What follows belongs to an exercise in optimizing a design on an open flow for a short achievable clock period and few clock cycles per item; a production flow would make more cautious choices. At most, simulation tests tie the RTL to the original design; equivalence was not proved. No activity file was given, so power comes from the tool's default toggle rates.

==> flow/design.v <==
module rlc_decoder (
    input  wire        clk,
    input  wire        rst,           
    input  wire        arm,
    input  wire [5:0]  cfg_dw,        
    input  wire [4:0]  cfg_c,         
    input  wire [15:0] cfg_limit,     
    input  wire [6:0]  cfg_ratio,     
    output wire        idle,
    input  wire        rx_valid,
    input  wire [7:0]  rx_data,
    output wire        rx_ready,
    output wire        out_valid,
    input  wire        out_ready,
    output wire [31:0] out_data,
    output wire        out_pre,
    output wire        done,
    output wire        done_err,
    output wire [31:0] total_samples,
    output wire [31:0] delay_value
);
    localparam DEPTH = 8;
    localparam AW    = 3;
    reg         idle_q;
    reg         done_q;
    reg         err_q;
    reg         rx_ready_q;
    reg         rx_active_q;      
    reg  [5:0]  dw_q;
    reg  [4:0]  c_q;
    reg  [15:0] lim_q;
    reg  [6:0]  ratio_q;
    wire take = arm & idle_q;
    wire cfg_ok = (cfg_dw != 6'd0) && (cfg_dw <= 6'd32) && (cfg_c <= 5'd16) &&
                  (cfg_limit != 16'd0) && (cfg_ratio <= 7'd100);
    integer j;
    reg         cfg_rb1, cfg_rb2;
    always @(*) begin
        cfg_rb1 = 1'b0;
        cfg_rb2 = 1'b0;
        for (j = 0; j <= 16; j = j + 1)
            if (cfg_c == j) begin
                cfg_rb1 = (j <= 8) && ({26'd0, cfg_dw} <= 8 - j);
                cfg_rb2 = ((j > 8) || ({26'd0, cfg_dw} > 8 - j)) &&
                          ({26'd0, cfg_dw} <= 16 - j);
            end
    end
    reg         rb1_q;        
    reg         rb2_q;        
    reg  [15:0] cmask_q;      
    always @(posedge clk) begin
        if (take) begin
            rb1_q <= cfg_rb1;
            rb2_q <= cfg_rb2;
            for (j = 0; j < 16; j = j + 1)
                cmask_q[j] <= (j < cfg_c);
        end
    end
    wire [6:0]  sum_w      = {1'b0, dw_q} + {2'b00, c_q} + 7'd7;
    wire [2:0]  rb         = sum_w[5:3];                  
    wire [6:0]  dsum_w     = {1'b0, dw_q} + 7'd7;
    wire [2:0]  db         = dsum_w[5:3];                 
    wire [6:0]  rtop       = {1'b0, rb, 3'b000} - {2'b00, c_q};
    wire [6:0]  dtop       = {1'b0, db, 3'b000};
    reg  [5:0]  rl_sh_q;      
    reg  [6:0]  rtop_q, dtop_q;
    reg  [6:0]  ptop_q;       
    reg  [31:0] pmask_q;
    always @(posedge clk) begin
        rl_sh_q <= 6'd1 << (rb - 3'd2);
        rtop_q  <= rtop;
        dtop_q  <= dtop;
        ptop_q  <= (rtop_q < dtop_q) ? rtop_q : dtop_q;
        for (j = 0; j < 32; j = j + 1)
            pmask_q[j] <= (j < ptop_q);
    end
    reg  [17:0] pp0_q, pp1_q, pp2_q;    
    reg  [15:0] pp3_q;                  
    reg  [7:0]  rat_q;                  
    reg  [19:0] q0_q;
    reg  [18:0] q1_q;
    wire [23:0] dinit = {4'd0, q0_q} + {1'b0, q1_q, 4'd0};
    reg         mv1_q, mv2_q, mv3_q, m_valid_q;
    always @(posedge clk) begin
        pp0_q   <= lim_q * ratio_q[1:0];
        pp1_q   <= lim_q * ratio_q[3:2];
        pp2_q   <= lim_q * ratio_q[5:4];
        pp3_q   <= ratio_q[6] ? lim_q : 16'd0;
        rat_q   <= {1'b0, ratio_q} + 8'd100;
        q0_q    <= {2'd0, pp0_q} + {pp1_q, 2'b00};
        q1_q    <= {1'b0, pp2_q} + {1'b0, pp3_q, 2'b00};
    end
    reg  [5:0]  lane_q;       
    reg         lastb_q;      
    reg         lasts_q;      
    reg  [15:0] scnt_q;       
    reg  [15:0] w_q;          
    reg  [31:0] p_q;          
    reg  [47:0] v_q;          
    reg  [47:0] v0_q;         
    reg  [7:0]  co_q;         
    wire [47:0] cfg_v0 = 48'h0000FF << (5'd16 - cfg_c);
    reg  [7:0]  rot;
    integer b, k;
    always @(*) begin
        for (b = 0; b < 8; b = b + 1) begin
            rot[b] = 1'b0;
            for (k = 0; k < 8; k = k + 1)
                rot[b] = rot[b] | (co_q[k] & rx_data[(b + k) % 8]);
        end
    end
    wire lastb  = lastb_q;
    wire accept = rx_valid & rx_ready_q;
    wire compl  = accept & lastb;
    reg         cmpl_q;       
    reg         cmpl_last_q;  
    wire [31:0] x_data  = p_q;                   
    wire [15:0] x_code  = w_q[15:0] & cmask_q;
    wire        x_zero  = (x_code == 16'd0);
    reg  [31:0] f_data [0:DEPTH-1];
    reg  [15:0] f_code [0:DEPTH-1];
    reg         f_zero [0:DEPTH-1];
    reg         f_last [0:DEPTH-1];
    reg  [AW-1:0] wptr_q, rptr_q;
    reg  [AW:0]   cnt_q;
    wire        f_ne   = (cnt_q != 0);
    wire        h_v    = f_ne | cmpl_q;
    wire [31:0] h_data = f_ne ? f_data[rptr_q] : x_data;
    wire [15:0] h_code = f_ne ? f_code[rptr_q] : x_code;
    wire        h_zero = f_ne ? f_zero[rptr_q] : x_zero;
    wire        h_last = f_ne ? f_last[rptr_q] : cmpl_last_q;
    wire [AW+1:0] pend = {1'b0, cnt_q} + {{AW+1{1'b0}}, cmpl_q} +
                         {{AW+1{1'b0}}, (rx_ready_q & lastb)};
    wire room = (pend <= DEPTH - 1);
    reg         ov_q;
    reg  [31:0] od_q;         
    reg         opre_q;       
    reg  [31:0] od2_q;        
    reg         opre2_q;      
    reg  [15:0] rem_q;
    reg         olast_q;      
    reg         olsamp_q;     
    reg  [23:0] d_q;          
    reg         ld_q;
    reg         lpre_q;
    reg  [31:0] total_q, delay_q;
    reg  [16:0] lcp1_q;       
    wire [31:0] total_inc = total_q + {15'd0, lcp1_q};
    wire [31:0] delay_inc = delay_q + {15'd0, lcp1_q};
    reg         idle_p, done_p, rx_ready_p, ov_p;
    reg  [31:0] total_p, delay_p;
    wire pre_next = ~d_q[23] & (d_q[22:0] >= {15'd0, rat_q});   
    wire fire     = ov_q & out_ready;
    wire load     = ~ov_q | (out_ready & olast_q);
    wire ld       = load & h_v & m_valid_q;
    wire pop      = ld;         
    wire push     = cmpl_q;
    assign idle          = idle_p;
    assign rx_ready      = rx_ready_p;
    assign out_valid     = ov_p;
    assign out_data      = od_q;
    assign out_pre       = opre_q;
    assign done          = done_p;
    assign done_err      = err_q;
    assign total_samples = total_p;
    assign delay_value   = delay_p;
    always @(posedge clk) begin
        if (push) begin
            f_data[wptr_q] <= x_data;
            f_code[wptr_q] <= x_code;
            f_zero[wptr_q] <= x_zero;
            f_last[wptr_q] <= cmpl_last_q;
        end
    end
    always @(posedge clk) begin
        if (take) begin
            dw_q    <= cfg_dw;
            c_q     <= cfg_c;
            lim_q   <= cfg_limit;
            ratio_q <= cfg_ratio;
        end
        if (accept) begin
            if (lane_q[0]) w_q[7:0]   <= rx_data;
            if (lane_q[1]) w_q[15:8]  <= rx_data;
            for (j = 0; j < 32; j = j + 1)
                if (v_q[j + 16]) p_q[j] <= rot[j % 8];
            v_q <= lastb ? v0_q : {v_q[39:0], 8'd0};
        end
        if (take) begin
            v_q  <= cfg_v0;
            v0_q <= cfg_v0;
            for (j = 0; j < 8; j = j + 1)
                co_q[j] <= (cfg_c[2:0] == j);
        end
        if (ld) begin
            od2_q    <= h_data & pmask_q;
            opre2_q  <= pre_next;
            lcp1_q   <= {1'b0, h_code} + 17'd1;
        end
        lpre_q <= pre_next;
        od_q   <= ld ? (h_data & pmask_q) : od2_q;
        opre_q <= ld ? pre_next : opre2_q;
        if (!ld) begin
            od2_q   <= od_q;
            opre2_q <= opre_q;
        end
        if (ld) begin
            rem_q    <= h_code;
            olast_q  <= h_zero;
            olsamp_q <= h_last;
        end else if (fire) begin
            rem_q    <= rem_q - 16'd1;
            olast_q  <= (rem_q == 16'd1);
        end
    end
    always @(posedge clk) begin
        if (rst) begin
            idle_p     <= 1'b1;
            done_p     <= 1'b0;
            rx_ready_p <= 1'b0;
            ov_p       <= 1'b0;
            total_p    <= 32'd0;
            delay_p    <= 32'd0;
        end else if (take) begin
            idle_p     <= 1'b0;
            done_p     <= ~cfg_ok;
            rx_ready_p <= cfg_ok;
            ov_p       <= ov_q;
            total_p    <= 32'd0;
            delay_p    <= 32'd0;
        end else begin
            idle_p     <= done_q | idle_q;
            done_p     <= out_ready & olsamp_q & ov_p & olast_q;
            rx_ready_p <= rx_active_q & room & ~(rx_valid & rx_ready_p & lastb & lasts_q);
            ov_p       <= ld | (ov_q & ~(out_ready & olast_q));
            total_p    <= ld_q ? total_inc : total_q;
            delay_p    <= (ld_q & lpre_q) ? delay_inc : delay_q;
        end
    end
    always @(posedge clk) begin
        if (rst) begin
            idle_q      <= 1'b1;
            done_q      <= 1'b0;
            err_q       <= 1'b0;
            rx_ready_q  <= 1'b0;
            rx_active_q <= 1'b0;
            lane_q      <= 6'd1;
            lastb_q     <= 1'b0;
            lasts_q     <= 1'b0;
            scnt_q      <= 16'd0;
            cmpl_q      <= 1'b0;
            cmpl_last_q <= 1'b0;
            wptr_q      <= {AW{1'b0}};
            rptr_q      <= {AW{1'b0}};
            cnt_q       <= {(AW+1){1'b0}};
            ov_q        <= 1'b0;
            mv1_q       <= 1'b0;
            mv2_q       <= 1'b0;
            mv3_q       <= 1'b0;
            m_valid_q   <= 1'b0;
            ld_q        <= 1'b0;
            total_q     <= 32'd0;
            delay_q     <= 32'd0;
        end else begin
            mv1_q     <= take & cfg_ok;
            mv2_q     <= mv1_q;
            mv3_q     <= mv2_q;
            m_valid_q <= take ? 1'b0 : (m_valid_q | mv3_q);
            if (take) begin
                idle_q      <= 1'b0;
                err_q       <= ~cfg_ok;
                done_q      <= ~cfg_ok;
                rx_ready_q  <= cfg_ok;
                rx_active_q <= cfg_ok;
                lane_q      <= 6'd1;
                lastb_q     <= cfg_rb1;
                lasts_q     <= (cfg_limit == 16'd1);
                scnt_q      <= cfg_limit;
                total_q     <= 32'd0;
                delay_q     <= 32'd0;
            end else begin
                if (accept) begin
                    if (lastb) begin
                        lane_q  <= 6'd1;
                        lastb_q <= rb1_q;
                        scnt_q  <= scnt_q - 16'd1;
                        lasts_q <= (scnt_q == 16'd2);
                    end else begin
                        lane_q  <= {lane_q[4:0], 1'b0};
                        lastb_q <= lane_q[0] ? rb2_q : |(lane_q[5:1] & rl_sh_q[5:1]);
                    end
                end
                if (accept & lastb & lasts_q)
                    rx_active_q <= 1'b0;
                rx_ready_q <= rx_active_q & ~(accept & lastb & lasts_q) & room;
                if (mv3_q)
                    d_q <= dinit;
                else if (ld)
                    d_q <= d_q - 24'd100;
                ov_q   <= ld | (ov_p & ~(fire & olast_q));
                done_q <= fire & olast_q & olsamp_q;
                idle_q <= done_q | idle_p;
                total_q <= ld_q ? total_inc : total_p;
                delay_q <= (ld_q & lpre_q) ? delay_inc : delay_p;
            end
            ld_q        <= ld;
            cmpl_q      <= compl;
            cmpl_last_q <= compl & lasts_q;
            if (push)
                wptr_q <= wptr_q + 1'b1;
            if (pop)
                rptr_q <= rptr_q + 1'b1;
            cnt_q <= cnt_q + {{AW{1'b0}}, push} - {{AW{1'b0}}, pop};
        end
    end
endmodule
==> flow/config.mk <==
export PLATFORM = sky130hd
export DESIGN_NAME = rlc_decoder
export DESIGN_NICKNAME = rlc_decoder
export VERILOG_FILES = /design/flow/design.v
export SDC_FILE = /design/flow/constraint.sdc
export NUM_CORES = 4
export LEC_CHECK = 0
export ABC_CLOCK_PERIOD_IN_PS = 2500
export CAP_MARGIN = 20
export CORE_MARGIN = 2
export CORE_UTILIZATION = 40
export SETUP_SLACK_MARGIN = 5
export SLEW_MARGIN = 20
==> flow/constraint.sdc <==
create_clock -name core_clock -period 8.0 [get_ports {clk}]
set_input_delay 1.6000 -clock core_clock [delete_from_list [all_inputs] [get_ports {clk}]]
set_output_delay 1.6000 -clock core_clock [all_outputs]
set_load 0.01 [all_outputs]
standard.sh (not shown) runs the stock make flow with config.mk's settings and CLKGATE_MAP_FILE= SYNTH_SCRIPT=/design/flow/synth_recipe.tcl, a recipe that flattens the netlist after the stock synthesis.
==> flow/flow/run.sh <==
#!/bin/bash
set -euo pipefail
bash standard.sh SETUP_SLACK_MARGIN=5.6 finish > orfs_make.log 2>&1
Testbench counts at the start, summed over its fixed seeds: cycles 33,214, items 24,455.
==> next run, changes <==
--- a/flow/design.v
+++ b/flow/design.v
@@ -34,23 +34,13 @@
     wire cfg_ok = (cfg_dw != 6'd0) && (cfg_dw <= 6'd32) && (cfg_c <= 5'd16) &&
                   (cfg_limit != 16'd0) && (cfg_ratio <= 7'd100);
-    integer j;
-    reg         cfg_rb1, cfg_rb2;
-    always @(*) begin
-        cfg_rb1 = 1'b0;
-        cfg_rb2 = 1'b0;
-        for (j = 0; j <= 16; j = j + 1)
-            if (cfg_c == j) begin
-                cfg_rb1 = (j <= 8) && ({26'd0, cfg_dw} <= 8 - j);
-                cfg_rb2 = ((j > 8) || ({26'd0, cfg_dw} > 8 - j)) &&
-                          ({26'd0, cfg_dw} <= 16 - j);
-            end
-    end
+    wire [6:0]  cfg_sum    = {1'b0, cfg_dw} + {2'b00, cfg_c};
     reg         rb1_q;        
     reg         rb2_q;        
     reg  [15:0] cmask_q;      
+    integer j;
     always @(posedge clk) begin
         if (take) begin
-            rb1_q <= cfg_rb1;
-            rb2_q <= cfg_rb2;
+            rb1_q <= (cfg_sum <= 7'd8);
+            rb2_q <= (cfg_sum > 7'd8) && (cfg_sum <= 7'd16);
             for (j = 0; j < 16; j = j + 1)
                 cmask_q[j] <= (j < cfg_c);
@@ -143,9 +133,9 @@
     reg  [23:0] d_q;          
     reg         ld_q;
+    reg  [15:0] lcode_q;
     reg         lpre_q;
     reg  [31:0] total_q, delay_q;
-    reg  [16:0] lcp1_q;       
-    wire [31:0] total_inc = total_q + {15'd0, lcp1_q};
-    wire [31:0] delay_inc = delay_q + {15'd0, lcp1_q};
+    wire [31:0] total_inc = total_q + {16'd0, lcode_q} + 32'd1;
+    wire [31:0] delay_inc = delay_q + {16'd0, lcode_q} + 32'd1;
     reg         idle_p, done_p, rx_ready_p, ov_p;
     reg  [31:0] total_p, delay_p;
@@ -196,5 +186,5 @@
             od2_q    <= h_data & pmask_q;
             opre2_q  <= pre_next;
-            lcp1_q   <= {1'b0, h_code} + 17'd1;
+            lcode_q  <= h_code;
         end
         lpre_q <= pre_next;
@@ -274,5 +264,5 @@
                 rx_active_q <= cfg_ok;
                 lane_q      <= 6'd1;
-                lastb_q     <= cfg_rb1;
+                lastb_q     <= (cfg_sum <= 7'd8);
                 lasts_q     <= (cfg_limit == 16'd1);
                 scnt_q      <= cfg_limit;
Outcome: Core utilization drops by 0.54 points. Total power grows by about 2%. Critical path depth is lower by 13. Global-route usage is about the same. Die area came out lower by about 1.2%. Maximum frequency grows by about 3.2%. Hold slack barely changes. Final area came out lower by about 2.5%. Count of clock-buffer cells in the layout shrinks by 24. Clock skew drops by 0.0070 ns. Final cell count decreases by 2.5%. Routed wire length is lower by about 0.8%. Sequential share of layout area went up by 1.1 points. Setup slack improves by 0.090 ns.
The RTL of the second run of this note was laid out without a check of its function.

---

## the previous run
Another version of the RTL of rlc_decoder (not shown whole).
For scale: roughly 870 flip-flops, ~150 I/O pins.
==> flow/config.mk <==
export PLATFORM = sky130hd
export DESIGN_NAME = rlc_decoder
export DESIGN_NICKNAME = rlc_decoder
export VERILOG_FILES = /design/flow/design.v
export SDC_FILE = /design/flow/constraint.sdc
export NUM_CORES = 4
export LEC_CHECK = 0
export ABC_CLOCK_PERIOD_IN_PS = 2500
export CAP_MARGIN = 20
export CORE_MARGIN = 2
export CORE_UTILIZATION = 40
export SETUP_SLACK_MARGIN = 5
export SLEW_MARGIN = 20
==> flow/constraint.sdc <==
create_clock -name core_clock -period 8.0 [get_ports {clk}]
set_input_delay 1.6000 -clock core_clock [delete_from_list [all_inputs] [get_ports {clk}]]
set_output_delay 1.6000 -clock core_clock [all_outputs]
set_load 0.01 [all_outputs]
run.sh (not shown) runs the stock make flow with config.mk's settings and CLKGATE_MAP_FILE= SYNTH_SCRIPT=/design/flow/synth_recipe.tcl, a recipe that flattens the netlist after the stock synthesis.
Stock flow here: none of the scripts above is used.
The previous run ran to completion and came out clean on the timing, DRC and antenna checks.
The inputs of the current run differ from those of the previous run as listed below.
-- flow/design.v --
<<< the previous run, line 54
    wire [6:0]  dtop       = {1'b0, db, 3'b000};
    reg  [5:0]  rl_sh_q;      
    reg  [6:0]  ptop_q;       
    reg  [31:0] pmask_q;
    always @(posedge clk) begin
        rl_sh_q <= 6'd1 << (rb - 3'd2);
        ptop_q  <= (rtop < dtop) ? rtop : dtop;
        for (j = 0; j < 32; j = j + 1)
            pmask_q[j] <= (j < ptop_q);
>>> the current run, line 54
    wire [6:0]  dtop       = {1'b0, db, 3'b000};
    reg  [5:0]  rl_sh_q;      
    reg  [6:0]  rtop_q, dtop_q;
    reg  [6:0]  ptop_q;       
    reg  [31:0] pmask_q;
    always @(posedge clk) begin
        rl_sh_q <= 6'd1 << (rb - 3'd2);
        rtop_q  <= rtop;
        dtop_q  <= dtop;
        ptop_q  <= (rtop_q < dtop_q) ? rtop_q : dtop_q;
        for (j = 0; j < 32; j = j + 1)
            pmask_q[j] <= (j < ptop_q);
Notes after the runs:
- The current run: register-to-register slack 0.40 ns above the previous run
- Diff the previous run -> the current run | synthesized cell count | up slightly
- The more densely filled core belongs to the previous run, not the current run.
- Side by side, worst setup slack turned out higher in the current run than in the previous run.
- Clock buffer count in the final layout, the current run and the previous run: higher on the current run
- The synthesized-area fraction occupied by ao, oa, aoi and oai cells in the current run sits 0.25 points above the value recorded for the previous run.
- Lower share of the clock period used by the worst path after layout goes to the current run over the previous run.
- Max power across the current run and the previous run: the previous run
- Count of antenna diodes in the layout: the current run vs the previous run up 1
Testbench counts of the current run, summed over its fixed seeds: cycles 33,214, items 24,455.
Function not checked in the previous run: the RTL went through the layout flow alone.

==> separate check: timing with driven ports <==
How much do the figures lean on ideal ports? The routed layouts below were timed once more, with nothing changed but the port constraints.
Step 1 (the two cells are an assumption about what drives the block):
set clk [get_ports {clk}]
set_driving_cell -lib_cell sky130_fd_sc_hd__clkbuf_16 $clk
set_driving_cell -lib_cell sky130_fd_sc_hd__buf_2 [delete_from_list [all_inputs] $clk]
Step 2 moves the port delays by t, midway between the first and last clock arrival at a register: inputs arrive t later, outputs are due t later. That takes back most of the time a late clock gives input paths.
Slacks: ideal ports / drivers / drivers and shift; pairs: ideal ports / drivers.
| run | t (ns) | setup WS [ns] | worst hold slack (ns) | worst setup path at the end | worst slew at a driven data input, ns |
|---|---|---|---|---|---|
| the first run of note 1 | 0.734 | 5.110 / 5.110 / 4.484 | 0.325 / 0.325 / 0.325 | input to register | 0.15 |
| the second run of note 1 | 0.763 | 5.200 / 5.132 / 4.439 | 0.328 / 0.328 / 0.328 | input to register | 0.18 |
| the previous run | 0.724 | 4.604 / 4.604 / 4.310 | 0.321 / 0.321 / 0.321 | input to register | 0.12 |
| the current run | 0.730 | 5.005 / 4.962 / 4.343 | 0.318 / 0.318 / 0.318 | input to register | 0.14 |
After both steps every run listed still meets setup and hold. The setup slack of the second run of note 1, which loses most, moves by -0.068 ns with the drivers and by -0.761 ns with both steps.
